Context: an optimization exercise on an open-source flow, tuned for a short achievable clock period and few clock cycles. The choices shown serve that exercise and are no tape-out recipe.
Where RTL was checked, it was by simulation tests only, not by an equivalence proof against the original.
Only the layout flow was run in runs 1 and 2; the RTL was not checked for function there.
Power figures rest on the tool's default switching activity, not on a simulated workload.

`flow/run.sh`:
```
#!/bin/bash
# synth_recipe.tcl (not shown) runs the flow's synth.tcl, then flattens the netlist and writes it again
# the make line also repeats each setting of config.mk as NAME=value (left out here)
make -C /OpenROAD-flow-scripts/flow DESIGN_CONFIG=/design/flow/config.mk WORK_HOME=/design/flow/orfs CLKGATE_MAP_FILE= SYNTH_SCRIPT=/design/flow/synth_recipe.tcl finish
```
`flow/constraint.sdc`:
```
create_clock -name core_clock -period 8.0 [get_ports {clk}]
set_input_delay 1.6000 -clock core_clock [delete_from_list [all_inputs] [get_ports {clk}]]
set_output_delay 1.6000 -clock core_clock [all_outputs]
set_load 0.01 [all_outputs]
```
`flow/design.v`:
```
module vm20_core (
    input  wire        clk,
    input  wire        rst,           
    input  wire [7:0]  exec_start,    
    output reg         mem_req,
    output reg         mem_we,
    output reg  [7:0]  mem_addr,
    output reg  [19:0] mem_wdata,
    input  wire        mem_ready,
    input  wire [19:0] mem_rdata,
    input  wire        in_valid,
    input  wire [7:0]  in_data,
    input  wire        in_eof,
    input  wire        in_err,
    output reg         in_take,
    output reg         out_valid,
    output reg         out_kind,      
    output reg  [19:0] out_data,
    input  wire        out_ready,
    input  wire        out_err,
    output wire [2:0]  status,
    output wire [7:0]  pc,
    output wire [19:0] r0,
    output wire [19:0] r1,
    output wire [19:0] r2,
    output wire [19:0] r3
);
    localparam [2:0] ST_RUNNING = 3'd0, ST_HALTED = 3'd1, ST_EOI = 3'd2,
                     ST_ILLIO   = 3'd3, ST_LIMIT  = 3'd4;
    localparam [3:0] OP_LD = 4'd0,  OP_LDI = 4'd1, OP_ST  = 4'd2,  OP_ADD = 4'd3,
                     OP_SUB = 4'd4, OP_MUL = 4'd5, OP_DIV = 4'd6,  OP_OR  = 4'd7,
                     OP_AND = 4'd8, OP_SHL = 4'd9, OP_SHR = 4'd10, OP_IO  = 4'd11,
                     OP_BR  = 4'd12, OP_BRZ = 4'd13, OP_BRN = 4'd14, OP_BRS = 4'd15;
    localparam [7:0] INSTR_LIMIT = 8'd200;
    localparam [3:0] E_EXEC = 4'd0,    
                     E_MW   = 4'd1,    
                     E_MUL  = 4'd2,    
                     E_DIVN = 4'd3,    
                     E_DIV  = 4'd4,    
                     E_DIVF = 4'd5,    
                     E_OUT  = 4'd6,    
                     E_IN   = 4'd7,    
                     E_INST = 4'd8,    
                     E_STX  = 4'd9,    
                     E_REL  = 4'd10,   
                     E_DONE = 4'd11;   
    localparam NC = 8;                 
    reg [19:0] regs [0:3];
    reg [7:0]  pc_q;         
    reg [7:0]  count;
    reg [2:0]  status_q;
    reg [3:0]  est;
    reg [19:0] ir;
    reg        ir_v;
    reg        lr_q;         
    reg [19:0] pb;
    reg        pb_v;
    reg        if_v;
    reg [7:0]  fa;           
    reg        c_v   [0:NC-1];
    reg [7:0]  c_tag [0:NC-1];
    reg [19:0] c_val [0:NC-1];
    reg [2:0]  c_ptr;        
    reg [7:0]  oa;           
    reg [19:0] opnd;         
    reg        io_ok;        
    reg [19:0] md_a;         
    reg [19:0] md_b;         
    reg [19:0] md_acc;       
    reg [19:0] md_rem;       
    reg [4:0]  md_cnt;
    reg        md_neg;
    reg        tok_started;
    reg        tok_neg;
    reg        tok_digit;
    reg        tok_bad;
    reg        tok_ovf;
    reg [19:0] tok_mag;
    reg [19:0] tok_w;        
    assign status = status_q;
    assign pc     = pc_q;
    assign r0     = regs[0];
    assign r1     = regs[1];
    assign r2     = regs[2];
    assign r3     = regs[3];
    wire [3:0] op     = ir[19:16];
    wire [1:0] rf     = ir[15:14];
    wire [1:0] xf     = ir[13:12];
    wire [7:0] sf     = ir[7:0];
    wire       is_nop = (ir[11:8] != 4'd0);
    wire       x0     = (xf == 2'd0);
    wire [19:0] rval = regs[rf];
    wire [19:0] xval = regs[xf];
    wire [19:0] xv   = x0 ? 20'd0 : xval;
    wire        rzf  = (rval == 20'd0);
    wire [8:0]  sum8  = {1'b0, sf} + {1'b0, xv[7:0]};
    wire        c8    = sum8[8];
    wire [7:0]  sx8   = sum8[7:0];
    wire [11:0] sx_hi = xv[19:8] + {11'd0, c8};
    wire [19:0] sx    = {sx_hi, sx8};
    wire u18_z = (xv[18:8] == 11'd0);
    wire u18_o = (xv[18:8] == 11'h7FF);
    wire addr_ok = c8 ? (xv[19] & u18_o) : (~xv[19] & u18_z);
    wire jump_ok = c8 ? (xv[19] | u18_o) : (xv[19] | u18_z);
    wire shamt_ok = addr_ok && (sx8[7:5] == 3'd0) && (sx8[4:0] <= 5'd19);
    wire [7:0] pc1 = pc_q + 8'd1;
    wire [19:0] rel_t  = {12'd0, pc1} + opnd;
    wire        rel_ok = rel_t[19] || (rel_t[18:8] == 11'd0);
    wire ir_ok   = ir_v && !lr_q;
    wire ex      = (est == E_EXEC) && ir_ok && !is_nop;
    wire k_memrd = (op == OP_LD) || (op == OP_ADD) || (op == OP_SUB) || (op == OP_MUL) ||
                   (op == OP_DIV) || (op == OP_OR) || (op == OP_AND) ||
                   (op == OP_IO && rf == 2'd2);
    wire k_jpt   = (op == OP_BR && rf[0]) || (op == OP_BRS) || (op == OP_BRZ);
    wire k_jump  = k_jpt || (op == OP_BRN);
    reg  [NC-1:0] c_hv;
    reg  [19:0]   c_hval;
    integer ci;
    always @(*) begin
        c_hval = 20'd0;
        for (ci = 0; ci < NC; ci = ci + 1) begin
            c_hv[ci] = c_v[ci] && (c_tag[ci] == sf);
            if (c_hv[ci]) c_hval = c_hval | c_val[ci];
        end
    end
    wire c_hit = x0 && (|c_hv);
    reg j_taken;
    always @(*) begin
        case (op)
            OP_BRZ:  j_taken = rzf && jump_ok;
            OP_BRN:  j_taken = rval[19] && jump_ok;
            OP_BR:   j_taken = jump_ok;
            default: j_taken = jump_ok;
        endcase
    end
    wire [7:0] j_tgt = sx8;
    wire [19:0] shl_res = rval << sx8[4:0];
    wire [19:0] shr_res = $signed(rval) >>> sx8[4:0];
    wire        from_mem = (est == E_MW);
    wire [19:0] mopnd    = from_mem ? mem_rdata : c_hval;
    wire        mop_z   = (mopnd == 20'd0);
    wire        md_z    = (op == OP_MUL) ? (rzf || mop_z) : mop_z;
    wire        alu_sub = (op == OP_SUB);
    wire [19:0] alu_b   = alu_sub ? ~mopnd : mopnd;
    wire [19:0] alu_sum = rval + alu_b + {19'd0, alu_sub};
    reg  [19:0] alu_res;
    always @(*) begin
        case (op)
            OP_ADD, OP_SUB: alu_res = alu_sum;
            OP_OR:          alu_res = rval | mopnd;
            OP_AND:         alu_res = rval & mopnd;
            default:        alu_res = mopnd;
        endcase
    end
    wire [19:0] mul_pp  = (md_b[0] ? md_a         : 20'd0) +
                          (md_b[1] ? {md_a[18:0], 1'b0} : 20'd0) +
                          (md_b[2] ? {md_a[17:0], 2'b0} : 20'd0) +
                          (md_b[3] ? {md_a[16:0], 3'b0} : 20'd0);
    wire [19:0] mul_acc = md_acc + mul_pp;
    wire        mul_last = (md_b[19:4] == 16'd0);
    function [4:0] bitlen;
        input [19:0] v;
        integer k;
        begin
            bitlen = 5'd0;
            for (k = 0; k < 20; k = k + 1)
                if (v[k]) bitlen = k[4:0] + 5'd1;
        end
    endfunction
    wire [4:0]  div_la   = bitlen(md_a);
    wire [4:0]  div_lb   = bitlen(md_b);
    wire        div_triv = (div_la < div_lb);
    wire [4:0]  div_n    = div_la - div_lb + 5'd1;
    wire [19:0] div_rem0 = md_a >> div_n;
    wire [19:0] div_a0   = md_a << (5'd20 - div_n);
    wire [19:0] div_sh   = {md_rem[18:0], md_a[19]};
    wire [20:0] div_diff = {1'b0, div_sh} - {1'b0, md_b};
    wire        div_take = !div_diff[20];
    wire [19:0] div_q    = {md_acc[18:0], div_take};
    wire [19:0] rmag = rval[19] ? (20'd0 - rval) : rval;
    wire [19:0] mmag = mopnd[19] ? (20'd0 - mopnd) : mopnd;
    wire        in_sep   = (in_data <= 8'd32) || (in_data >= 8'd127 && in_data <= 8'd160);
    wire        in_digit = (in_data >= 8'h30) && (in_data <= 8'h39);
    wire [23:0] tok_next = {4'd0, tok_mag} * 24'd10 + {20'd0, in_data[3:0]};
    wire        tok_ok   = !tok_bad && tok_digit && !tok_ovf &&
                           (tok_neg ? (tok_mag <= 20'd524288) : (tok_mag <= 20'd524287));
    wire [19:0] tok_val  = tok_neg ? (20'd0 - tok_mag) : tok_mag;
    wire e_rd   = ex && k_memrd && !c_hit;               
    wire e_st0  = ex && (op == OP_ST) && x0;             
    wire e_we   = e_st0 || (est == E_STX) || (est == E_INST && io_ok);
    wire e_port = e_rd || e_we;
    wire [7:0] e_addr = ((est == E_EXEC) && x0) ? sf :
                        (est == E_EXEC) ? sx8 : oa;
    wire e_jx0   = ex && (op == OP_BRN) && x0 && rval[19];
    wire e_jxn   = ex && k_jpt && !x0;
    wire fast_rd = e_jx0 || e_jxn;
    wire [7:0] fast_tgt = e_jxn ? sx8 : sf;
    reg e_done;              
    always @(*) begin
        e_done = 1'b0;
        case (est)
            E_EXEC: if (ir_ok) begin
                if (is_nop) e_done = 1'b1;
                else case (op)
                    OP_LD, OP_ADD, OP_SUB, OP_OR, OP_AND:
                        e_done = c_hit || (!x0 && !addr_ok);
                    OP_MUL, OP_DIV:
                        e_done = (!x0 && !addr_ok) || (c_hit && md_z);
                    OP_ST:
                        e_done = x0 ? mem_ready : !addr_ok;
                    OP_IO:
                        case (rf)
                            2'd0: e_done = 1'b0;
                            2'd1: e_done = in_valid || in_eof || in_err;
                            2'd2: e_done = !x0 && !addr_ok;
                            2'd3: e_done = out_ready;
                        endcase
                    OP_BR:
                        e_done = (rf != 2'd2);
                    default: e_done = 1'b1;    
                endcase
            end
            E_MW:   e_done = (op != OP_IO) && (((op != OP_MUL) && (op != OP_DIV)) || md_z);
            E_MUL:  e_done = mul_last;
            E_DIVN: e_done = (md_b == 20'd0) || div_triv;
            E_DIV:  e_done = (md_cnt == 5'd1) && !md_neg;
            E_DIVF: e_done = 1'b1;
            E_OUT:  e_done = out_ready;
            E_IN:   e_done = in_err || (in_eof && !tok_started);
            E_INST: e_done = !io_ok || mem_ready;
            E_STX:  e_done = mem_ready;
            E_REL:  e_done = 1'b1;
            default: ;
        endcase
    end
    wire is_j      = ex && k_jump;
    wire j_go      = is_j && j_taken;
    wire [7:0] npc = (est == E_REL) ? (rel_ok ? rel_t[7:0] : pc1) :
                     j_go ? j_tgt : pc1;
    wire j_follow  = k_jpt || e_jx0;
    wire late_rd   = (is_j && (j_taken != j_follow)) || ((est == E_REL) && rel_ok);
    wire st_hazard = e_we && mem_ready && (e_addr == pc1);
    wire flush     = fast_rd || lr_q || st_hazard;
    wire [1:0] q_tot   = {1'b0, ir_v} + {1'b0, pb_v} + {1'b0, if_v};
    wire       q_room  = flush || (q_tot <= 2'd1) || (q_tot == 2'd2 && e_done);
    wire       running = (status_q == ST_RUNNING);
    wire       f_ok    = running && !e_port && q_room;
    wire [19:0] aw     = mem_rdata;
    wire        a_pred = if_v && !lr_q && (aw[11:8] == 4'd0) && (aw[13:12] == 2'd0) &&
                         ((aw[19:16] == OP_BR && aw[14]) || (aw[19:16] == OP_BRS) ||
                          (aw[19:16] == OP_BRZ));
    wire        a_sel  = a_pred && !e_port && !fast_rd;
    wire [7:0]  b_addr = e_port ? e_addr : (fast_rd ? fast_tgt : fa);
    wire [7:0]  f_addr = a_sel ? aw[7:0] : b_addr;
    wire        f_acc  = f_ok && mem_ready;
    always @(*) begin
        mem_req   = running;
        mem_we    = e_we;
        mem_addr  = f_addr;
        mem_wdata = (est == E_INST) ? tok_w : rval;
    end
    always @(*) begin
        in_take   = 1'b0;
        out_valid = 1'b0;
        out_kind  = 1'b0;
        out_data  = opnd;
        if (ex && op == OP_IO && rf == 2'd1)
            in_take = in_valid;
        if (est == E_IN)
            in_take = in_valid && (!in_sep || !tok_started);
        if (ex && op == OP_IO && rf == 2'd3) begin
            out_valid = 1'b1;
            out_kind  = 1'b1;
            out_data  = {12'd0, xval[19:12]};
        end
        if (est == E_OUT)
            out_valid = 1'b1;
    end
    reg        rw_en;
    reg [1:0]  rw_idx;
    reg [19:0] rw_val;
    always @(*) begin
        rw_en  = 1'b0;
        rw_idx = rf;
        rw_val = alu_res;
        case (est)
            E_EXEC: if (ex) case (op)
                OP_LD, OP_ADD, OP_SUB, OP_OR, OP_AND:
                    rw_en = c_hit;
                OP_MUL: begin
                    rw_en  = c_hit && md_z;
                    rw_val = 20'd0;
                end
                OP_LDI: begin
                    rw_en  = 1'b1;
                    rw_val = sx;
                end
                OP_SHL: begin
                    rw_en  = shamt_ok;
                    rw_val = shl_res;
                end
                OP_SHR: begin
                    rw_en  = shamt_ok;
                    rw_val = shr_res;
                end
                OP_BRS: begin
                    rw_en  = 1'b1;
                    rw_val = {12'd0, pc1};
                end
                OP_IO: if (rf == 2'd1) begin
                    rw_en  = in_valid && !in_err && !in_eof;
                    rw_idx = xf;
                    rw_val = {xval[19:8], in_data};
                end
                default: ;
            endcase
            E_MW: begin
                rw_en = (op != OP_MUL) && (op != OP_DIV) && (op != OP_IO);
                if (op == OP_MUL) begin
                    rw_en  = md_z;
                    rw_val = 20'd0;
                end
            end
            E_MUL: begin
                rw_en  = mul_last;
                rw_val = mul_acc;
            end
            E_DIVN: begin
                rw_en  = (md_b != 20'd0) && div_triv;
                rw_val = 20'd0;
            end
            E_DIV: begin
                rw_en  = (md_cnt == 5'd1) && !md_neg;
                rw_val = div_q;
            end
            E_DIVF: begin
                rw_en  = 1'b1;
                rw_val = 20'd0 - md_acc;
            end
            default: ;
        endcase
    end
    wire        c_wr   = (e_we && mem_ready) || from_mem;
    wire [7:0]  c_wtag = e_we ? e_addr : oa;
    wire [19:0] c_wval = from_mem ? mem_rdata : mem_wdata;
    reg  [NC-1:0] c_whv;
    always @(*)
        for (ci = 0; ci < NC; ci = ci + 1)
            c_whv[ci] = c_v[ci] && (c_tag[ci] == c_wtag);
    always @(posedge clk) begin
        if (rst) begin
            regs[0]  <= 20'd0;
            regs[1]  <= 20'd0;
            regs[2]  <= 20'd0;
            regs[3]  <= 20'd0;
            pc_q     <= exec_start;
            fa       <= exec_start;
            count    <= 8'd0;
            status_q <= ST_RUNNING;
            est      <= E_EXEC;
            ir_v     <= 1'b0;
            pb_v     <= 1'b0;
            if_v     <= 1'b0;
            lr_q     <= 1'b0;
            for (ci = 0; ci < NC; ci = ci + 1)
                c_v[ci] <= 1'b0;
            c_ptr    <= 3'd0;
        end else begin
            if (rw_en)
                regs[rw_idx] <= rw_val;
            if_v <= f_acc;
            lr_q <= late_rd;
            if (late_rd)
                fa <= npc;
            else if (f_acc)
                fa <= f_addr + 8'd1;
            else if (st_hazard)
                fa <= pc1;
            else if (fast_rd)
                fa <= fast_tgt;
            else if (a_pred)
                fa <= aw[7:0];
            if (flush) begin
                ir_v <= 1'b0;
                pb_v <= 1'b0;
            end else if (e_done || !ir_ok) begin
                if (pb_v) begin
                    ir    <= pb;
                    ir_v  <= 1'b1;
                    pb    <= mem_rdata;
                    pb_v  <= if_v;
                end else begin
                    ir    <= mem_rdata;
                    ir_v  <= if_v;
                end
            end else if (if_v) begin
                pb    <= mem_rdata;
                pb_v  <= 1'b1;
            end
            if (c_wr) begin
                if (|c_whv) begin
                    for (ci = 0; ci < NC; ci = ci + 1)
                        if (c_whv[ci]) c_val[ci] <= c_wval;
                end else begin
                    c_v[c_ptr]   <= 1'b1;
                    c_tag[c_ptr] <= c_wtag;
                    c_val[c_ptr] <= c_wval;
                    c_ptr        <= c_ptr + 3'd1;
                end
            end
            if (e_done) begin
                pc_q  <= npc;
                count <= count + 8'd1;
                est   <= E_EXEC;
                if (count == INSTR_LIMIT - 8'd1) begin
                    status_q <= ST_LIMIT;
                    est      <= E_DONE;
                end
            end
            case (est)
                E_EXEC: if (ex) begin
                    case (op)
                        OP_LD, OP_ADD, OP_SUB, OP_OR, OP_AND, OP_MUL, OP_DIV:
                            if (c_hit) begin
                                if ((op == OP_MUL || op == OP_DIV) && !md_z) begin
                                    md_a   <= (op == OP_MUL) ? rval : rmag;
                                    md_b   <= (op == OP_MUL) ? c_hval : mmag;
                                    md_acc <= 20'd0;
                                    md_neg <= rval[19] ^ c_hval[19];
                                    est    <= (op == OP_MUL) ? E_MUL : E_DIVN;
                                end
                            end else if (mem_ready && (x0 || addr_ok)) begin
                                oa  <= e_addr;
                                est <= E_MW;
                            end
                        OP_ST:
                            if (!x0 && addr_ok) begin
                                oa  <= sx8;
                                est <= E_STX;
                            end
                        OP_IO:
                            case (rf)
                                2'd0: begin
                                    tok_started <= 1'b0;
                                    tok_neg     <= 1'b0;
                                    tok_digit   <= 1'b0;
                                    tok_bad     <= 1'b0;
                                    tok_ovf     <= 1'b0;
                                    tok_mag     <= 20'd0;
                                    oa          <= sx8;
                                    io_ok       <= addr_ok;
                                    est         <= E_IN;
                                end
                                2'd1:
                                    if (in_err) begin
                                        status_q <= ST_ILLIO;
                                        est      <= E_DONE;
                                    end else if (in_eof) begin
                                        status_q <= ST_EOI;
                                        est      <= E_DONE;
                                    end
                                2'd2:
                                    if (c_hit) begin
                                        opnd <= c_hval;
                                        est  <= E_OUT;
                                    end else if (mem_ready && (x0 || addr_ok)) begin
                                        oa  <= e_addr;
                                        est <= E_MW;
                                    end
                                2'd3:
                                    if (out_ready && out_err) begin
                                        status_q <= ST_ILLIO;
                                        est      <= E_DONE;
                                    end
                            endcase
                        OP_BR:
                            if (rf == 2'd0) begin
                                status_q <= ST_HALTED;
                                est      <= E_DONE;
                            end else if (rf == 2'd2) begin
                                opnd <= sx;
                                est  <= E_REL;
                            end
                        default: ;
                    endcase
                end
                E_MW: begin
                    case (op)
                        OP_MUL: if (!md_z) begin
                            md_a   <= rval;
                            md_b   <= mem_rdata;
                            md_acc <= 20'd0;
                            est    <= E_MUL;
                        end
                        OP_DIV: if (!md_z) begin
                            md_a   <= rmag;
                            md_b   <= mmag;
                            md_acc <= 20'd0;
                            md_neg <= rval[19] ^ mem_rdata[19];
                            est    <= E_DIVN;
                        end
                        OP_IO: begin
                            opnd <= mem_rdata;
                            est  <= E_OUT;
                        end
                        default: ;
                    endcase
                end
                E_MUL: begin
                    md_acc <= mul_acc;
                    md_a   <= {md_a[15:0], 4'd0};
                    md_b   <= {4'd0, md_b[19:4]};
                end
                E_DIVN:
                    if (md_b != 20'd0 && !div_triv) begin
                        md_rem <= div_rem0;
                        md_a   <= div_a0;
                        md_cnt <= div_n;
                        est    <= E_DIV;
                    end
                E_DIV: begin
                    md_rem <= div_take ? div_diff[19:0] : div_sh;
                    md_acc <= div_q;
                    md_a   <= {md_a[18:0], 1'b0};
                    md_cnt <= md_cnt - 5'd1;
                    if (md_cnt == 5'd1 && md_neg) est <= E_DIVF;
                end
                E_OUT:
                    if (out_ready && out_err) begin
                        status_q <= ST_ILLIO;
                        est      <= E_DONE;
                    end
                E_IN: begin
                    if (in_err) begin
                        status_q <= ST_ILLIO;
                        est      <= E_DONE;
                    end else if (in_eof) begin
                        if (!tok_started) begin
                            status_q <= ST_EOI;
                            est      <= E_DONE;
                        end else begin
                            io_ok <= io_ok && tok_ok;
                            tok_w <= tok_val;
                            est   <= E_INST;
                        end
                    end else if (in_valid) begin
                        if (in_sep) begin
                            if (tok_started) begin
                                io_ok <= io_ok && tok_ok;
                                tok_w <= tok_val;
                                est   <= E_INST;
                            end
                        end else begin
                            tok_started <= 1'b1;
                            if (!tok_started && (in_data == 8'h2B || in_data == 8'h2D)) begin
                                tok_neg <= (in_data == 8'h2D);
                            end else if (in_digit) begin
                                tok_digit <= 1'b1;
                                if (!tok_ovf) begin
                                    if (tok_next > 24'd524288) tok_ovf <= 1'b1;
                                    else                       tok_mag <= tok_next[19:0];
                                end
                            end else begin
                                tok_bad <= 1'b1;
                            end
                        end
                    end
                end
                default: ;
            endcase
        end
    end
endmodule
```
`flow/config.mk`:
```
export PLATFORM = sky130hd
export DESIGN_NAME = vm20_core
export DESIGN_NICKNAME = vm20_core
export VERILOG_FILES = /design/flow/design.v
export SDC_FILE = /design/flow/constraint.sdc
export NUM_CORES = 4
export LEC_CHECK = 0
export CAP_MARGIN = 20
export CORE_MARGIN = 2
export CORE_UTILIZATION = 40
export SETUP_SLACK_MARGIN = 3.0
export SLEW_MARGIN = 20
export TNS_END_PERCENT = 5
```
==> results of run 1 <==
[report_power, final]
part           internal, uW  switching (uW)
clock network          1750            1370
registers              3230            51.7
logic                   749            1380
total                  5730            2810
[repair_timing]
| action | CTS | global route |
|---|---|---|
| setup endpoints to repair | 686 | 658 |
| cloned | 11 | 12 |
| resized for setup | 248 | 200 |
| buffers inserted | 94 | 101 |
| pin swaps | 44 | 119 |
[metal layers]
layer | track usage [%] | wire length [um]
met1 | 45.30 | 76000
met2 | 51.75 | 84160
met3 | 6.846 | 18740
met4 | 18.21 | 12920
met5 | 0 | 73
[per-stage QoR]
stage | total power, uW | std cells
floorplan | 4448 | 4544
detailed placement | 5221 | 6021
CTS | 8434 | 6248
finish | 8535 | 6362
global route | 8733 | 6361
global placement | 5222 | 6021
[synthesized netlist by cell type (46+ instances only)]
cell | instances | area [sq um]
sky130_fd_sc_hd__nand2_1 | 392 | 1471
sky130_fd_sc_hd__xor2_1 | 168 | 1471
sky130_fd_sc_hd__clkbuf_1 | 226 | 848.3
sky130_fd_sc_hd__nor3_1 | 96 | 480.5
sky130_fd_sc_hd__mux2i_1 | 86 | 860.8
sky130_fd_sc_hd__nor2b_1 | 46 | 287.8
sky130_fd_sc_hd__mux2_2 | 81 | 912.1
sky130_fd_sc_hd__nor2_1 | 526 | 1974
sky130_fd_sc_hd__and2_1 | 105 | 656.9
sky130_fd_sc_hd__inv_1 | 172 | 645.6
sky130_fd_sc_hd__xnor2_1 | 168 | 1471
sky130_fd_sc_hd__o21ai_0 | 273 | 1366
sky130_fd_sc_hd__ha_1 | 138 | 1727
sky130_fd_sc_hd__edfxtp_1 | 519 | 15580
sky130_fd_sc_hd__nand3_1 | 94 | 470.5
sky130_fd_sc_hd__a21oi_1 | 320 | 1602
sky130_fd_sc_hd__a31oi_1 | 50 | 312.8
sky130_fd_sc_hd__o211ai_1 | 46 | 345.3
sky130_fd_sc_hd__fa_1 | 61 | 1221
sky130_fd_sc_hd__mux4_2 | 56 | 1261
sky130_fd_sc_hd__nand4_1 | 89 | 556.8
[critical path, cell delays in order, from the launching register on]
cell and delay, ns:
sky130_fd_sc_hd__dfxtp_4 0.40, sky130_fd_sc_hd__buf_4 0.14, sky130_fd_sc_hd__mux4_2 0.50, sky130_fd_sc_hd__and2_1 0.30, sky130_fd_sc_hd__ha_4 0.37, sky130_fd_sc_hd__inv_1 0.11, sky130_fd_sc_hd__o21bai_4 0.17, sky130_fd_sc_hd__a2111oi_4 0.11
sky130_fd_sc_hd__nor4_2 0.46, sky130_fd_sc_hd__nor2_1 0.14, sky130_fd_sc_hd__a22oi_2 0.26, sky130_fd_sc_hd__a31oi_1 0.13, sky130_fd_sc_hd__mux2_4 0.29, sky130_fd_sc_hd__buf_2 0.15
[flip-flops by register name, summed over array words and instances, names as in the netlist, 5 cells and up, named ones only]
| signal | count |
|---|---|
| c_tag | 64 |
| c_v | 8 |
| c_val | 160 |
| count | 8 |
| fa | 8 |
| ir | 20 |
| md_a | 20 |
| md_acc | 20 |
| md_b | 20 |
| md_cnt | 5 |
| md_rem | 19 |
| oa | 8 |
| opnd | 20 |
| pb | 20 |
| pc_q | 8 |
| regs | 80 |
| tok_mag | 20 |
| tok_w | 20 |
[layout make-up]
type                            count  share of cell area, %
Timing Repair Buffer              568                  10.02
Timing Repair inverter              1                0.01428
Tap cell                         1391                  3.311
Inverter                          180                  1.314
Clock inverter                     34                 0.6712
Antenna cell                        1               0.004760
Multi-Input combinational cell   3546                  50.20
Clock buffer                       88                  3.513
Sequential cell                   553                  30.96
[worst min-delay path by stage]
stage | cells after the start | startpoint | end
3_5_place_dp | 2 | count[7] | count[7]
6_report | 2 | count[7] | count[7]
4_1_cts | 2 | count[7] | count[7]
5_1_grt | 2 | c_ptr[0] | c_ptr[0]
2_1_floorplan | 1 | c_v[4] | c_v[4]
3_3_place_gp | 2 | count[7] | count[7]
[logic make-up (layout without fill, tap and decap cells)]
kind of cell / after synthesis / count (layout)
compound gates: 1182 / 1184
xor+xnor: 336 / 336
fa+ha+maj: 199 / 199
buf+inv: 454 / 871
flops: 553 / 553
mux: 228 / 229
other cells: 0 / 1
simple gates: 1592 / 1598
==> impl.org, run 1 <==
** Run status
- The flow ran to the end and the layout has no timing, DRC or antenna violations.

** Placement
- During placement, the flow inserted port buffers numbering 187.
- Once detailed placement completed, the half-perimeter wirelength came to 139,900 um.
- Placed cell areas :: 46,510 sq um
- Minimum setup slack after placement :: between 0.9 and 1 ns
- Routability-driven placement finished with a final weighted congestion of 1.032.

** Global route
- Entering global routing, the biggest net connects 53 pins.
- Sum of overflow across all layers after global routing :: 0
- The via count of the first global-routing pass was 37,550.
- Number of antenna violations at the first check in global routing :: 8
- The first global-routing pass estimated approximately 270,000 um of wire.
- GRT Util Overall :: between 30% and 40%

** Logic synthesis
- After synthesis, the largest family of logic cells by area is compound AO/OA/AOI/OAI gates.
- Synth Area in Adders :: under 10%
- The synthesized netlist devotes 18.29% of its cell area to compound gates.
- After synthesis, the share of flip-flops with an asynchronous set or reset is 0%.
- Xor-xnor portion of the synthesized cell area :: 6.939%
- For this run, the number of Yosys warnings is 1.
- After Yosys synthesis, and, or, nand and nor cells account for between 15 and 20% of the synthesized area.
- Of the synthesized area, sequential elements account for between 30% and 40%.
- Synthesis produced a netlist with a net count of 4,787.
- Synthesized instance count :: 4,544
- The portion of synthesized area spent on multiplexers is 7.319%.
- Yosys mapped a number of flops with a built-in enable equal to 519.
- Main flop type after synthesis :: sky130_fd_sc_hd__edfxtp_1
- Average size of a mapped cell :: approximately 9.3 sq um
- Distinct cell type count after synthesis :: 94
- Seq cells post-synth :: between 500 and 600
- Summing every instance area after synthesis gives 42,410 sq um.

** CTS
- The H-tree generated during clock tree synthesis spans 3 levels.
- Counting the buffers created by CTS gives 67.
- Clock Sink Count :: 553
- TritonCTS clock tree :: built
- The longest clock path from root to sink contains 3 buffers.
- CTS clk-pin slew, worst paths :: 0.06 ns
- Clock Latency Late Sink :: between 0.6 and 0.7 ns
- CTS placed an instance of sky130_fd_sc_hd__clkbuf_16 at the clock tree root.
- Number of buffers added to fix hold violations after cts :: 0

** Layout
- Post-route cell area :: 52,570 sq um
- In the final layout, the multi-input gates occupy 26,390 sq um.
- For this run, the post-layout net count is 5,160.
- Most frequent cells in the layout :: 519 x sky130_fd_sc_hd__edfxtp_1, 504 x sky130_fd_sc_hd__nor2_1, 378 x sky130_fd_sc_hd__nand2_1, 322 x sky130_fd_sc_hd__buf_4, 296 x sky130_fd_sc_hd__a21oi_1
- Leaving out fill and tap cells, the most frequent cell in the layout is sky130_fd_sc_hd__edfxtp_1.
- Area occupied by registers :: 16,270 sq um
- Util after Layout :: between 40% and 50%
- Cells with a size suffix above 1 make up between 10% and 20% of the layout.
- Signed area change from the synthesized netlist to the final layout :: 23.95%
- The layout has roughly 9,600 filler cells.

** Floorplan
- Die W :: 329.6 um
- In this run the vertical extent of the chip is between 300 and 400 um.
- The floorplan step defined a die boundary enclosing ~110,000 sq um.
- Standard cell core area :: 105,300 sq um
- In this run the count of I/O pins placed on the die edge is 188.
- Effective utilization at floorplan :: 40.29%
- In this run the core area contains ~120 standard-cell rows.

** STA
- Static timing analysis puts the maximum clock frequency at 172.3 MHz.
- Setup violations remaining at the end of the flow were counted as 0.
- Fin Setup TNS :: 0 ns
- Tightest hold margin :: 0.4914 ns
- Worst max-slew margin expressed relative to the limit :: 15.12%
- Across all setup checks in the final design, the least slack found is about 2.2 ns.
- Of the available clock period, the critical path in the final layout requires between 70% and 80%.
- Slew at the pin closest to its max-slew limit :: 1.259 ns
- Clock skew on the completed layout was measured at 0.04779 ns.
- Final hold vios :: 0
- Final Max Tran Viols :: 0
- Minimum clock period :: 5.804 ns
- Setup repair after global routing could not meet its margin everywhere.

** Worst setup path
- The critical path is of the register to primary output type.
- For the worst flop-to-flop path, the logic depth is 15.
- Data on the critical path is required at its endpoint by 6.40 ns.
- Crit path capture :: mem_addr[7]
- Of all nets on the critical path, the largest fanout is 7.
- STA classifies the critical path startpoint as a register.
- For the worst setup path, the data arrival time is 4.20 ns.
- The worst setup path is captured at a primary output.
- The endpoint identified for the worst register-to-register timing path is est[0].
- Across all register-to-register paths, the minimum setup slack is between 2 and 2.5 ns.

** Routing
- Summed over all layers, the routed wires come to 191,900 um.
- The detailed router finished its first iteration with between 5,000 and 6,000 violations.
- The routed layout has roughly 40,000 vias.
- The detail route stage leaves a number of antenna-violating nets equal to 0.
- Avg WL per Cell :: 30.16 um
- In the routed design, unresolved DRC markers number 0.
- Post-detailed-route via-to-cell ratio :: roughly 6.4
- First-pass iteration count of the detailed router :: 8

** Run
- The tool flagged a number of max-cap violations equal to 0.

** Worst hold path
- The min-delay analysis places its worst path in the category register to register.

** Power
- Power per standard cell area :: 162.4 nW/um^2
- Highest ir drop seen on vdd :: 0.0002016 V
- Leakage power :: roughly 0.02 uW
==> run 2, diff against run 1 <==
--- a/flow/design.v
+++ b/flow/design.v
@@ -54,2 +54,4 @@
     reg        ir_v;
+    reg [19:0] ir_sx;        
+    reg        ir_sxv;
     reg        lr_q;         
@@ -95,11 +97,6 @@
     wire        rzf  = (rval == 20'd0);
-    wire [8:0]  sum8  = {1'b0, sf} + {1'b0, xv[7:0]};
-    wire        c8    = sum8[8];
-    wire [7:0]  sx8   = sum8[7:0];
-    wire [11:0] sx_hi = xv[19:8] + {11'd0, c8};
-    wire [19:0] sx    = {sx_hi, sx8};
-    wire u18_z = (xv[18:8] == 11'd0);
-    wire u18_o = (xv[18:8] == 11'h7FF);
-    wire addr_ok = c8 ? (xv[19] & u18_o) : (~xv[19] & u18_z);
-    wire jump_ok = c8 ? (xv[19] | u18_o) : (xv[19] | u18_z);
+    wire [19:0] sx    = ir_sx;
+    wire [7:0]  sx8   = ir_sx[7:0];
+    wire addr_ok = (ir_sx[19:8] == 12'd0);
+    wire jump_ok = ir_sx[19] || (ir_sx[18:8] == 11'd0);
     wire shamt_ok = addr_ok && (sx8[7:5] == 3'd0) && (sx8[4:0] <= 5'd19);
@@ -109,3 +106,4 @@
     wire ir_ok   = ir_v && !lr_q;
-    wire ex      = (est == E_EXEC) && ir_ok && !is_nop;
+    wire ir_go   = ir_ok && (x0 || ir_sxv);
+    wire ex      = (est == E_EXEC) && ir_go && !is_nop;
     wire k_memrd = (op == OP_LD) || (op == OP_ADD) || (op == OP_SUB) || (op == OP_MUL) ||
@@ -201,3 +199,3 @@
         case (est)
-            E_EXEC: if (ir_ok) begin
+            E_EXEC: if (ir_go) begin
                 if (is_nop) e_done = 1'b1;
@@ -342,2 +340,21 @@
     end
+    wire        fw_en  = ex && ((op == OP_LDI) || (op == OP_BRS));
+    wire [19:0] fw_val = (op == OP_LDI) ? sx : {12'd0, pc1};
+    function [19:0] calc_sx;
+        input [19:0] w;
+        begin
+            calc_sx = {12'd0, w[7:0]} +
+                      ((w[13:12] == 2'd0) ? 20'd0 :
+                       (fw_en && rf == w[13:12]) ? fw_val : regs[w[13:12]]);
+        end
+    endfunction
+    function sx_fresh;
+        input [19:0] w;
+        begin
+            sx_fresh = !(rw_en && (rw_idx == w[13:12]) && !fw_en);
+        end
+    endfunction
+    wire [19:0] sx_of_ir  = calc_sx(ir);
+    wire [19:0] sx_of_pb  = calc_sx(pb);
+    wire [19:0] sx_of_mem = calc_sx(mem_rdata);
     wire        c_wr   = (e_we && mem_ready) || from_mem;
@@ -387,2 +404,4 @@
                 if (pb_v) begin
+                    ir_sx  <= sx_of_pb;
+                    ir_sxv <= sx_fresh(pb);
                     ir    <= pb;
@@ -392,2 +411,4 @@
                 end else begin
+                    ir_sx  <= sx_of_mem;
+                    ir_sxv <= sx_fresh(mem_rdata);
                     ir    <= mem_rdata;
@@ -395,5 +416,9 @@
                 end
-            end else if (if_v) begin
-                pb    <= mem_rdata;
-                pb_v  <= 1'b1;
+            end else begin
+                ir_sx  <= sx_of_ir;
+                ir_sxv <= sx_fresh(ir);
+                if (if_v) begin
+                    pb    <= mem_rdata;
+                    pb_v  <= 1'b1;
+                end
             end
==> impl.org, run 2 <==
** Floorplan
- The die area was 118,400 sq um (+9.0%).
- Total I/O pin count :: 188 (unchanged)
- The core area is 114,500 sq um (+8.8%).
- The number of core rows was 124 (+4.2%).
- The chip width was 344.1 um (+4.4%).
- The starting density of the core is 40.42% (+0.13 points).
- Die extent in y :: 344.1 um (+4.4%)

** STA
- Final Cycle Share :: 70.76% (-1.8 points)
- The final-report setup violation count was 0 (unchanged).
- Slew at the pin closest to its max-slew limit :: 1.247 ns (-0.01247 ns)
- The worst clock skew came to 0.05195 ns (+0.004165 ns).
- The headroom to the max-slew limit was 16.78% (+1.7 points).
- Maximum clock rate :: 176.7 MHz (+2.5%)
- Fin Setup TNS :: 0 ns (unchanged)
- Final Max Tran Viols :: 0 (unchanged)
- Setup repair after global routing could not meet its margin everywhere.
- The final critical path time including I/O delays and setup was 5.661 ns (-0.1433 ns).
- The final hold violation count was 0 (unchanged).
- The hold slack came to 0.4838 ns (-0.007648 ns).

** Worst setup path
- The required arrival time at the worst endpoint came to 8.42 ns (+2.02 ns).
- The largest fanout on the critical path came to 6 (-1).
- Critical Path End Type :: register
- The critical path arrival was 6.08 ns (+1.88 ns).
- Cell depth of the worst flop-to-flop path :: 26 (+11)
- The critical path in this run is classified as register to register.
- The worst setup path is launched from a register.

** Routing
- The routed length per instance came to 30.16 um (about the same).
- The number of vias in the routed layout is 45,121 (+11%).
- The detailed-route vias per instance came to 6.433 (+0.51%).
- The post-route antenna net violation count is 0 (unchanged).
- Total wirelength of the detailed-routed design :: 211,600 um (+10%)
- The number of iterations in the first detailed-routing pass was 10 (+2).
- Drt initial violations :: 6,600 (+17%)
- The remaining design rule violation count came to 0 (unchanged).

** Layout
- The library cells used most frequently in the layout, excluding fill and tap cells, are 540 x sky130_fd_sc_hd__edfxtp_1, 509 x sky130_fd_sc_hd__nor2_1, 436 x sky130_fd_sc_hd__nand2_1, 420 x sky130_fd_sc_hd__buf_4, 362 x sky130_fd_sc_hd__a21oi_1.
- The share of final-layout standard cells stronger than drive strength 1 is 20.95% (+1.4 points).
- Signed area change from the synthesized netlist to the final layout :: 24.24%
- The final core utilization came to 50.22% (+0.28 points).
- The area of all placed cells without fillers came to 57,500 sq um (+9.4%).
- Max reg flops :: 160 (unchanged)
- The total of fill cells in the finished design came to 10,614 (+10%).
- Most common cell after layout, fill and taps aside :: sky130_fd_sc_hd__edfxtp_1
- The register with the most flip-flops in the final layout is c_val.
- The post-layout instance count excluding filler cells was 7,014 (+10%).
- In the final layout, the registers with the most flip-flops are c_val x160, regs x80, c_tag x64.
- The final layout net count was 5,705 (+11%).

** Global route
- The largest net degree at the start of global routing came to 65 (+23%).
- The wire length of the first global-routing pass is 296,000 um (+10%).
- The via count of the first global-routing pass is 41,796 (+11%).
- GRT Util Overall :: 34.36% (+0.47 points)
- Sum of overflow across all layers after global routing :: 0 (unchanged)
- The number of antenna violations at the first check in global routing is 10 (+2).

** Logic synthesis
- Combined area of all synthesized cells :: 46,280 sq um (+9.1%)
- In the post-synthesis netlist, the cell with the most instances is sky130_fd_sc_hd__edfxtp_1.
- The number of warning messages in the yosys log came to 1 (unchanged).
- Post-synth net total :: 5,248 (+9.6%)
- Largest cells by area after synthesis :: sky130_fd_sc_hd__edfxtp_1 35%, sky130_fd_sc_hd__xnor2_1 4.7%, sky130_fd_sc_hd__mux4_2 4.4%
- Main flop type after synthesis :: sky130_fd_sc_hd__edfxtp_1
- Average size of a mapped cell :: 9.280 sq um (-0.57%)
- The biggest area contributor in the post-synthesis netlist is sky130_fd_sc_hd__edfxtp_1.
- Synthesized instance count :: 4,987 (+9.7%)
- Share of the synthesized area in the top cell type :: 35.04% (-1.7 points)
- Ranked by instance count, the synthesized netlist is headed by 540 x sky130_fd_sc_hd__edfxtp_1, 528 x sky130_fd_sc_hd__nor2_1, 447 x sky130_fd_sc_hd__nand2_1.
- Distinct cell type count after synthesis :: 109 (+16%)
- The async set-or-reset flop fraction in the synthesized netlist is 0% (unchanged).
- The sequential area share after synthesis is 36.60% (-1.8 points).
- Seq cells post-synth :: 576 (+4.2%)
- Number of synthesized flops with an enable pin :: 540 (+4.0%)

** CTS
- The clock buffer count from CTS is 71 (+6.0%).
- Clock Sink Count :: 576 (+4.2%)
- The clock-pin slew on the worst setup and hold paths was 0.06 ns (about the same).
- Cell at the root of the clock tree :: sky130_fd_sc_hd__clkbuf_16
- Clock Latency Late Sink :: 0.69 ns (+0.02 ns)
- # H-tree levels :: 3 (unchanged)
- TritonCTS clock tree :: built
- The maximum clock insertion buffer count was 3 (unchanged).

** Power
- Leakage power :: 0.02125 uW (+8.3%)
- Highest ir drop seen on vdd :: 0.0002371 V (+18%)
- The power density over the cells is 244.1 nW/um^2 (+50%).

** Placement
- The final weighted congestion of routability-driven global placement is 1.086 (+5.2%).
- Placed cell areas :: 50,480 sq um (+8.5%)
- Post-detailed-placement half-perimeter wirelength :: 154,100 um (+10%)
- The number of instances in the placed design was 6,559 (+8.9%).
- Port bufs :: 187 (unchanged)

** Worst hold path
- The count of cells along the worst hold path was 1 (-1).
- In this run the worst hold path is classified as register to register.

** Run status
- The flow ran to the end and the layout has no timing, DRC or antenna violations.

** Run
- The reported max-cap violation count came to 0 (unchanged).
[run 2: where the power goes]
group	switching, uW	internal (uW)	total (uW)
logic	4320	2490	6810
clock network	1460	1910	3370
registers	188	3660	3850
total	5970	8060	14000
[run 2: cell families after synthesis]
logic type	Yosys count	synth area share [%]
AOI/OAI and AO/OA	1311	18.37
xor gates and xnor gates	386	7.305
adders and majority gates	217	6.889
buffers and inverters	511	4.455
DFF	576	36.60
muxes	274	8.573
and+or+nand+nor	1712	17.82
[run 2: per-stage QoR]
| step | power (uW) | setup slack, ns |
|---|---|---|
| 2_1_floorplan | 7319 | 2.617 |
| 3_3_place_gp | 9551 | 1.127 |
| 3_5_place_dp | 9543 | 1.011 |
| 4_1_cts | 13330 | 2.473 |
| 5_1_grt | 14420 | 2.244 |
| 6_report | 14030 | 2.339 |
[run 2: area by class of cell]
cell class	instances	area, sq um	share of cell area, %
well taps	1512	1892	3.290
flip-flops and latches	576	16950	29.47
repair buffers	706	6412	11.15
multi-input cells	3906	29140	50.68
clock inverters	41	501.7	0.8726
inverters	183	708.2	1.232
clock buffers	88	1891	3.288
diodes	2	5.005	0.008704
[run 2: repair_timing]
| item | 4_1_cts | 5_1_grt |
|---|---|---|
| endpoints found under the setup margin | 666 | 620 |
| cloned | 7 | 11 |
| hold buffers | 0 | 0 |
| endpoints found under the hold margin | 0 | 0 |
| pin swaps | 91 | 77 |
| buffers inserted | 166 | 138 |
| gates resized for setup | 287 | 226 |
[run 2: per-layer routing]
metal  track usage, %  vias to the layer above  share of wire [%]
met2            50.05                     3066                 42
met5                0                        -              0.053
li1                 -                    19424                  -
met4            19.18                       16                6.6
met3            10.28                      656                 13
met1            45.50                    21959                 39
[run 2: path summary, 6_finish.rpt]
| check | start | endpoint | slack, ns |
|---|---|---|---|
| worst max-delay path | ir[1] | regs[3][14] | 2.34 |
| worst min-delay path | c_v[6] | c_v[6] | 0.48 |
| worst max register to register | ir[1] | regs[3][14] | 2.34 |
| worst min register to register | c_v[6] | c_v[6] | 0.48 |
[run 2: critical path, cell delays in order (launching register included)]
cell and delay (ns):
sky130_fd_sc_hd__edfxtp_1 0.44, sky130_fd_sc_hd__buf_6 0.19, sky130_fd_sc_hd__xor2_4 0.19, sky130_fd_sc_hd__nor4_4 0.43, sky130_fd_sc_hd__buf_4 0.19, sky130_fd_sc_hd__nand4_1 0.12
sky130_fd_sc_hd__o2111ai_4 0.16, sky130_fd_sc_hd__buf_12 0.15, sky130_fd_sc_hd__and3b_2 0.23, sky130_fd_sc_hd__a21o_4 0.24, sky130_fd_sc_hd__nand2_4 0.07, sky130_fd_sc_hd__o21ai_4 0.06
sky130_fd_sc_hd__fa_2 0.39, sky130_fd_sc_hd__a21o_1 0.18, sky130_fd_sc_hd__a21oi_2 0.16, sky130_fd_sc_hd__o21bai_1 0.12, sky130_fd_sc_hd__a21oi_2 0.15, sky130_fd_sc_hd__o21bai_1 0.10
sky130_fd_sc_hd__a21oi_2 0.18, sky130_fd_sc_hd__o21ai_2 0.12, sky130_fd_sc_hd__a21oi_2 0.15, sky130_fd_sc_hd__o21ai_1 0.08, sky130_fd_sc_hd__xnor2_1 0.13, sky130_fd_sc_hd__a221oi_1 0.29
sky130_fd_sc_hd__a21oi_1 0.07, sky130_fd_sc_hd__or4_4 0.60, sky130_fd_sc_hd__nor2b_1 0.17
==> run 3, diff against run 2 <==
--- a/flow/design.v
+++ b/flow/design.v
@@ -56,2 +56,3 @@
     reg        ir_sxv;
+    reg [7:0]  ir_hv;        
     reg        lr_q;         
@@ -113,3 +114,2 @@
     wire k_jump  = k_jpt || (op == OP_BRN);
-    reg  [NC-1:0] c_hv;
     reg  [19:0]   c_hval;
@@ -118,8 +118,6 @@
         c_hval = 20'd0;
-        for (ci = 0; ci < NC; ci = ci + 1) begin
-            c_hv[ci] = c_v[ci] && (c_tag[ci] == sf);
-            if (c_hv[ci]) c_hval = c_hval | c_val[ci];
-        end
+        for (ci = 0; ci < NC; ci = ci + 1)
+            if (ir_hv[ci]) c_hval = c_hval | c_val[ci];
     end
-    wire c_hit = x0 && (|c_hv);
+    wire c_hit = x0 && (|ir_hv);
     reg j_taken;
@@ -366,2 +364,15 @@
             c_whv[ci] = c_v[ci] && (c_tag[ci] == c_wtag);
+    wire        c_alloc = c_wr && !(|c_whv);
+    function [NC-1:0] calc_hv;
+        input [7:0] a;
+        integer k;
+        begin
+            for (k = 0; k < NC; k = k + 1)
+                calc_hv[k] = (c_alloc && c_ptr == k) ? (c_wtag == a)
+                                                     : (c_v[k] && c_tag[k] == a);
+        end
+    endfunction
+    wire [NC-1:0] hv_of_ir  = calc_hv(ir[7:0]);
+    wire [NC-1:0] hv_of_pb  = calc_hv(pb[7:0]);
+    wire [NC-1:0] hv_of_mem = calc_hv(mem_rdata[7:0]);
     always @(posedge clk) begin
@@ -405,2 +416,3 @@
                     ir_sx  <= sx_of_pb;
+                    ir_hv  <= hv_of_pb;
                     ir_sxv <= sx_fresh(pb);
@@ -412,2 +424,3 @@
                     ir_sx  <= sx_of_mem;
+                    ir_hv  <= hv_of_mem;
                     ir_sxv <= sx_fresh(mem_rdata);
@@ -418,2 +431,3 @@
                 ir_sx  <= sx_of_ir;
+                ir_hv  <= hv_of_ir;
                 ir_sxv <= sx_fresh(ir);
==> impl.org, run 3 <==
** Layout
- Compared with the post-synthesis result, the final layout area differs by 18.58%.
- Max reg flops :: 160 (unchanged)
- In the final layout, the registers with the most flip-flops are c_val x160, regs x80, c_tag x64.
- The area of all placed cells without fillers came to 58,470 sq um (+1.7%).
- The final core utilization came to 47.91% (-2.3 points).
- Layout cells sized above 1 :: 16.65% (-4.3 points)
- Most frequent cells in the layout :: 548 x sky130_fd_sc_hd__edfxtp_1, 478 x sky130_fd_sc_hd__nor2_1, 467 x sky130_fd_sc_hd__nand2_1, 354 x sky130_fd_sc_hd__a21oi_1, 333 x sky130_fd_sc_hd__buf_4
- More flip-flops sit in one register than any other, and that register is c_val.
- The final layout net count was 5,835 (+2.3%).
- Leaving out fill and tap cells, the most frequent cell in the layout is sky130_fd_sc_hd__edfxtp_1.

** Floorplan
- The number of core rows came to 128 (+3.2%).
- Die W :: 355.1 um (+3.2%)
- Full die area :: 126,100 sq um (+6.5%)
- Effective utilization at floorplan :: 40.41% (about the same)
- The core area was 122,000 sq um (+6.6%).
- Total I/O pin count :: 188 (unchanged)
- Die extent in y :: 355.1 um (+3.2%)

** Logic synthesis
- Share of the synthesized area in the top cell type :: 33.37% (-1.7 points)
- The total nets after synthesis is 5,600 (+6.7%).
- Portion of the post-synthesis area used by sequential elements :: 34.83% (-1.8 points)
- Largest cells by area after synthesis :: sky130_fd_sc_hd__edfxtp_1 33%, sky130_fd_sc_hd__xnor2_1 5.2%, sky130_fd_sc_hd__mux4_2 5.0%
- Number of synthesized flops with an enable pin :: 548 (+1.5%)
- Cell with the most instances after synthesis :: sky130_fd_sc_hd__edfxtp_1
- In the synthesized netlist the dominant register cell turns out to be sky130_fd_sc_hd__edfxtp_1.
- The number of register bits inferred by synthesis was 584 (+1.4%).
- Post-synthesis cell type with the largest combined area :: sky130_fd_sc_hd__edfxtp_1
- Sorting the synthesized cells by how often they occur yields 548 x sky130_fd_sc_hd__edfxtp_1, 494 x sky130_fd_sc_hd__nor2_1, 473 x sky130_fd_sc_hd__nand2_1.
- Synthesized instance count :: 5,336 (+7.0%)
- The mean instance size in the synthesized netlist was 9.241 sq um (-0.42%).
- Combined area of all synthesized cells :: 49,310 sq um (+6.6%)
- The async set-or-reset flop fraction in the synthesized netlist is 0% (unchanged).
- The number of warning messages in the yosys log was 1 (unchanged).
- Distinct cell type count after synthesis :: 101 (-7.3%)

** STA
- The number of slew-limit violations in the final report came to 0 (unchanged).
- The highest attainable clock frequency was 191.8 MHz (+8.6%).
- Worst-case clock skew :: 0.06918 ns (+0.01723 ns)
- Final hold vios :: 0 (unchanged)
- The final-report setup violation count is 0 (unchanged).
- The post-route setup TNS was 0 ns (unchanged).
- The final critical path time including I/O delays and setup is 5.213 ns (-0.4477 ns).
- The post-route clock period utilization was 65.16% (-5.6 points).
- Slew at the pin closest to its max-slew limit :: 1.182 ns (-0.06531 ns)
- Unrepaired setup endpoints after global routing :: yes
- The headroom to the max-slew limit was 21.22% (+4.4 points).

** Placement
- The number of port buffers was 187 (unchanged).
- Placed cell areas :: 53,380 sq um (+5.7%)
- The final weighted congestion of routability-driven global placement was 1.042 (-4.1%).
- Post-detailed-placement half-perimeter wirelength :: 164,800 um (+6.9%)

** CTS
- The number of levels the H-tree was split into came to 3 (unchanged).
- Clock Latency Late Sink :: 0.72 ns (+0.03 ns)
- Number of buffers added to fix hold violations after cts :: 0 (unchanged)
- Worst-case clock buffer depth :: 3 (unchanged)
- The number of clock sinks is 584 (+1.4%).
- TritonCTS built the clock tree.
- Clock tree synthesis selected as its root buffer the cell sky130_fd_sc_hd__clkbuf_16.
- The clock buffer count from CTS came to 70 (-1.4%).
- CTS clk-pin slew, worst paths :: 0.07 ns (about the same)

** Run status
- The flow ran to the end and the layout has no timing, DRC or antenna violations.

** Routing
- Drt initial violations :: 7,554 (+14%)
- Post-detailed-route via-to-cell ratio :: 6.608 (+2.7%)
- The number of iterations in the first detailed-routing pass is 7 (-3).
- Sum of met3 wire segment lengths after detailed routing :: 27,620 um (+4.0%)
- Count of unresolved DRC violations after routing :: 0 (unchanged)
- Highest metal used :: met5
- Count of vias placed by the detailed router :: 47,984 (+6.3%)
- The amount of wire on met2 after detailed routing came to 97,350 um (+9.3%).
- The routed length per instance was 31.32 um (+3.8%).
- The post-route met1 wirelength is 86,750 um (+6.1%).
- Final ANT Viol Nets :: 0 (unchanged)
- Total wirelength of the detailed-routed design :: 227,400 um (+7.5%)

** Global route
- Wire length of the first global-routing pass :: 319,600 um (+8.0%)
- The sum of overflow across all layers after global routing was 0 (unchanged).
- The largest net degree at the start of global routing was 65 (unchanged).
- The number of antenna violations at the first check in global routing came to 19 (+9).
- Number of global-route vias before repair :: 44,623 (+6.8%)
- GRT Util Overall :: 34.65% (+0.29 points)

** Power
- The reported leakage power is 0.02135 uW (+0.49%).
- Power per standard cell area :: 162.5 nW/um^2 (-33%)
- Total Power :: 9502 uW (-32%)
- The maximum vdd ir drop is 0.0002059 V (-13%).

** Run
- The reported max-cap violation count was 0 (unchanged).

** Worst setup path
- Among all stages on the critical path, the largest delay is contributed by sky130_fd_sc_hd__a21oi_1.
- WP data arrival :: 5.61 ns (-0.47 ns)
- Most common cell on crit path :: sky130_fd_sc_hd__buf_4
- Top fanout value on the critical path :: 29 (+23)
- Delay of the slowest cell on the worst path :: 0.66 ns (+0.06 ns)
- The number of buffers and inverters on the critical path is 3 (unchanged).
- STA classifies the critical path endpoint as a register.
- On the critical path the largest part of the delay comes from simple AND/OR/NAND/NOR gates.
- The worst setup path is launched from a register.
- Crit path cell chain :: buf_4 -> nor4_2 -> buf_4 -> nor2_1 -> a21oi_1 -> mux2i_4 -> nor2_1 -> nor3_1 -> o2111ai_1 -> nand4_1 -> or4_1 -> or3_1 -> o21ai_2 -> buf_4
- Start-to-end type of the worst setup path :: register to register
- The required arrival time at the worst endpoint came to 8.39 ns (-0.03 ns).

** Worst hold path
- The worst hold path belongs to the class register to register.
run 3: kinds of logic after synthesis:
group           count (synthesis)  synth area share (%)
compound gates               1402                 18.57
xor+xnor                      491                 8.721
fa+ha+maj                     220                 6.541
buf+inv                       565                 4.499
flops                         584                 34.83
mux                           329                 9.708
simple gates                 1745                 17.13
run 3: area by class of cell:
| type | instances | area, sq um |
|---|---|---|
| Fill cell | 11590 | 63570 |
| Multi-Input combinational cell | 4189 | 31010 |
| Sequential cell | 584 | 17190 |
| Timing Repair Buffer | 562 | 5116 |
| Tap cell | 1625 | 2033 |
| Clock buffer | 85 | 1818 |
| Clock inverter | 43 | 635.6 |
| Inverter | 162 | 633.1 |
| Antenna cell | 10 | 25.02 |
| Timing Repair inverter | 2 | 16.27 |
run 3: tightest hold or removal path, stage by stage, from the launching register on:
cell	delay, ns
sky130_fd_sc_hd__dfxtp_1	0.34
sky130_fd_sc_hd__inv_1	0.07
sky130_fd_sc_hd__o21ai_0	0.07
run 3: what timing repair did:
action	4_1_cts	5_1_grt
endpoints found under the setup margin	620	450
gates resized for setup	260	94
buffers inserted	89	66
cloned	10	5
pin swaps	30	33
run 3: layer usage:
layer | up-vias | global-route usage [%]
li1 | 20378 | -
met1 | 23435 | 46.10
met2 | 3389 | 51.43
met3 | 769 | 8.456
met4 | 13 | 19.58
met5 | - | 0.6038
run 3: path summary, 6_finish.rpt:
path                            slack, ns    from  cells after the start           end
worst max-delay path                 2.79  est[0]                     14  c_val[7][14]
worst min-delay path                 0.52  c_v[5]                      2        c_v[5]
worst max register to register       2.79  est[0]                     14  c_val[7][14]
worst min register to register       0.52  c_v[5]                      2        c_v[5]
run 3: per-stage QoR:
stage	hold WS (ns)	cells	setup WS (ns)
after CTS	0.5214	7181	2.902
after global routing	0.5417	7255	2.680
after floorplan	0.4681	5336	2.570
after global placement	0.4987	6954	0.9262
after detailed placement	0.5051	6954	1.080
final	0.5237	7262	2.787
run 3: power by group:
part           switching (uW)  leakage [uW]  total, uW  internal [uW]
logic                    1620        0.0147       2520            902
clock network            1480       0.00116       3440           1950
registers                 102       0.00544       3540           3440
Testbench counts of run 3, summed over its fixed seeds: cycles 71,603.

==> afterwards: timing with drivers on the ports <==
In the flow no input, the clock included, has a driving cell. The finished layouts below were timed again as built, in two steps. Step 1 sets driving cells, clkbuf_16 on the clock port and buf_2 on the other inputs (assumed; they add their load-dependent delay and slew). Step 2 adds t to the input delays and takes it off the output delays; t is the mean of the earliest and latest rising clock arrival at the registers after step 1. Input paths then give back, and output paths get back, about the clock's delay inside the block. a / b / c = no drivers / after step 1 / after step 2; a / b = the first two.
| run | t (ns) | setup WS [ns] | worst register clock-pin slew, ns |
|---|---|---|---|
| run 1 | 0.719 | 2.196 / 2.123 / 1.920 | 0.07 / 0.07 |
| run 2 | 0.743 | 2.339 / 2.285 / 1.815 | 0.07 / 0.07 |
| run 3 | 0.757 | 2.787 / 2.724 / 2.108 | 0.07 / 0.07 |
After both steps setup and hold are still met in every run listed. For run 3, which loses most, drivers alone change the setup slack by -0.063 ns; drivers and shift together by -0.679 ns.
